Background: an optimization exercise with open tools, aiming at small area, a short achievable clock period and few clock cycles. Do not read the settings as production practice.
The RTL was checked by simulation tests, not by an equivalence proof against the original design.
No activity file was given, so power comes from the tool's default toggle rates.

## JK
==> flow/design.v (excerpt) <==
module saes_core (
    input  wire        clk,
    input  wire        rst,
    input  wire        bus_valid,
    input  wire        bus_write,
    input  wire [3:0]  bus_addr,
    input  wire [15:0] bus_wdata,
    output wire        bus_ready,
    output reg  [15:0] bus_rdata
);
export LEC_CHECK = 0
export CAP_MARGIN = 20
export CORE_MARGIN = 2
export CORE_UTILIZATION = 40
export SLEW_MARGIN = 20
create_clock -name core_clock -period 12.0 [get_ports {clk}]
standard.sh (not shown) runs the stock make flow with config.mk's settings and CLKGATE_MAP_FILE= SYNTH_SCRIPT=/design/flow/synth_recipe.tcl, a recipe that flattens the netlist after the stock synthesis.
==> flow/flow/run.sh <==
#!/bin/bash
# Layout: the standard flow (standard synthesis, floorplan, placement,
# CTS, routing) with these changes to how the layout is made:
#  - every port is still buffered, with buf_4 cells instead of the slow
#    delay-cell buffers buffer_ports picks by default;
#  - the clock tree is built from clkbuf_8 cells in larger sink clusters
#    and without dummy loads (the tree stays balanced by CTS as usual).
# The SDC (clock period, I/O delays, loads) is unchanged. The make/ORFS
# output goes to flow_make.log here; ORFS keeps each tool's own log under
# orfs/logs/.
set -euo pipefail
MARGIN=${MARGIN:-5.9}
bash standard.sh \
    "SETUP_SLACK_MARGIN=${MARGIN}" \
    "BUFFER_PORTS_ARGS=-buffer_cell sky130_fd_sc_hd__buf_4" \
    "CTS_ARGS=-sink_clustering_enable -repair_clock_nets -dont_use_dummy_load -buf_list sky130_fd_sc_hd__clkbuf_8 -sink_clustering_size 20" \
    finish > flow_make.log 2>&1
Testbench counts of JK, summed over its fixed seeds: cycles 20,364.
Inputs modified between JK and MS:
diff --git a/flow/design.v b/flow/design.v
--- a/flow/design.v
+++ b/flow/design.v
@@ -155,21 +155,21 @@
     reg        kv_q;        
     wire [15:0] status_w = {8'h00, pbv_q, mode_q, outn_q, err_q};
     wire        idle_m   = (mode_q == M_IDLE);
     wire is_cmd_wr = bus_valid & bus_write & (bus_addr == A_CMD);
     wire reg_wr    = bus_valid & bus_write & (bus_addr != A_CMD);
     wire [15:0] wd_r = rst ? 16'h0000 : bus_wdata;
     wire [4:0] wop = bus_wdata[4:0];
     wire fast_w = (wop[4] & wop[3] & ~(wop[1] & wop[0]) & (kv_q | ~wop[2] | ~(wop[1] | wop[0]))) |
                   (~wop[4] & wop[3] & ~wop[2] & wop[1] & idle_m & (kv_q | ~wop[0]));
     wire slow_w = ~fast_w;
-    wire [15:0] cw  = bus_wdata;
+    wire [15:0] cw  = busy_q ? cmd_q : bus_wdata;
     wire [4:0]  op  = cw[4:0];
     wire        inv = cw[5];
     wire [1:0]  idx = cw[7:6];
     reg op_known;
     always @(*) begin
         case (op)
             OP_NOP, OP_GFMUL, OP_SUBNIB, OP_SUBBYTE, OP_ROTNIB, OP_SUBNIBS,
             OP_SHIFT, OP_MIXCOL, OP_ADDKEY, OP_KEYEXP, OP_ENC, OP_DEC,
             OP_DENC, OP_DDEC, OP_EDEENC, OP_EDEDEC, OP_EEEENC, OP_EEEDEC,
             OP_CBCEI, OP_CBCEB, OP_CBCEK, OP_CBCEF, OP_CBCDI, OP_CBCDB,
@@ -364,37 +364,38 @@
     wire is_cbce  = (op == OP_CBCEB) || (op == OP_CBCEK) || (op == OP_CBCEF);
     wire is_sub   = (op == OP_SUBNIB) || (op == OP_SUBBYTE) || (op == OP_SUBNIBS);
     wire is_mix   = (op == OP_MIXCOL);
     wire [15:0] sub_mask = (op == OP_SUBNIB) ? 16'h000F : (op == OP_SUBBYTE) ? 16'h00FF : 16'hFFFF;
     wire s_pass  = (m_start && first_done) || (m_mid && !is_mix) || (m_act && is_cipher);
     wire s_eout  = (s_pass && !pass_dec) || (m_act && is_cbce);
     wire s_dout  = s_pass && pass_dec;
     wire s_plain = m_act && (op == OP_CBCDB);
     wire s_plhi  = m_act && (op == OP_CBCDL) && pad_one;
     wire s_din   = m_start && !first_done && !((is_sub || is_mix) && !inv) && (op != OP_KEYEXP);
-    wire s_srdin = (m_start && (is_sub || is_mix) && !inv) || (m_act && ((op == OP_SHIFT) || (op == OP_ROTNIB)));
-    wire [15:0] sr_mask = (op == OP_ROTNIB) ? 16'h00FF : 16'hFFFF;
+    wire s_srdin = (m_start && (is_sub || is_mix) && !inv) || (m_act && (op == OP_SHIFT));
+    wire s_rot   = m_act && (op == OP_ROTNIB);
     wire s_et    = (m_mid && is_mix && inv) || (m_act && is_sub && !inv);
     wire s_srds  = (m_mid && is_mix && !inv) || (m_act && is_sub && inv);
     wire s_em    = m_act && is_mix && !inv;
     wire s_dm    = m_act && is_mix && inv;
     wire s_ea    = m_act && ((op == OP_ADDKEY) || ((op == OP_KEYEXP) && (idx == 2'd0)));
     wire s_rk1   = m_act && (op == OP_KEYEXP) && (idx == 2'd1);
     wire s_rk2   = m_act && (op == OP_KEYEXP) && (idx == 2'd2);
     wire s_gf    = m_act && (op == OP_GFMUL);
     wire [15:0] dout_nx =
         ({16{s_eout}}  & e_out) |
         ({16{s_dout}}  & d_out) |
         ({16{s_plain}} & cbc_plain) |
         ({16{s_plhi}}  & {cbc_plain[15:8], 8'h00}) |
         ({16{s_din}}   & din_q) |
-        ({16{s_srdin}} & shift_rows(din_q) & sr_mask) |
+        ({16{s_srdin}} & shift_rows(din_q)) |
+        ({16{s_rot}}   & {8'h00, din_q[3:0], din_q[7:4]}) |
         ({16{s_et}}    & e_t & sub_mask) |
         ({16{s_srds}}  & shift_rows(d_s) & sub_mask) |
         ({16{s_em}}    & e_m) |
         ({16{s_dm}}    & d_m) |
         ({16{s_ea}}    & e_a) |
         ({16{s_rk1}}   & rk1) |
         ({16{s_rk2}}   & rk2) |
         ({16{s_gf}}    & {12'h000, gfm(din_q[7:4], din_q[3:0])});
     always @(posedge clk) begin
         if (rst || dout_we)
Results
[MS vs JK] combinational fraction of design power: lower in MS
No run among MS and JK stopped early or left any final violation; all are clean.
In MS the aggregate routed wire length turned out 4.2% lower than in JK.
Compared with JK, MS shows a chip height that is about 2.1% lower.
Compared MS vs JK, and area growth from synthesis to layout is down in MS.
MS has more setup slack than JK.
MS has cell area power density above what JK had.
Area: MS vs JK -> MS smaller
Lower count of plain and timing-repair buffers was reported by MS, not JK.
Lower worst slack at placement was reported by JK, not MS.
Testbench counts of MS, summed over its fixed seeds: cycles 20,364.

-- port drivers added, routing unchanged --
No port has a modelled driver above. Below, the same layouts with a new extraction and two added sets of constraints. Step 1, drivers: a clkbuf_16 drives clk and a buf_2 each remaining input, both assumed. Step 2 moves the port delays by t, midway between the first and last clock arrival at a register: inputs arrive t later, outputs are due t later. That takes back most of the time a late clock gives input paths. Slacks: no drivers / after step 1 / after step 2; pairs: no drivers / after step 1.
run | shift t [ns] | setup WS [ns] | latest minus earliest clock arrival (ns)
JK | 0.607 | 5.809 / 5.754 / 5.376 | 0.025 / 0.025
MS | 0.564 | 5.881 / 5.872 / 5.345 | 0.033 / 0.033
After both steps every run listed still meets setup and hold. For MS, which loses most, drivers alone change the setup slack by -0.009 ns; drivers and shift together by -0.536 ns.
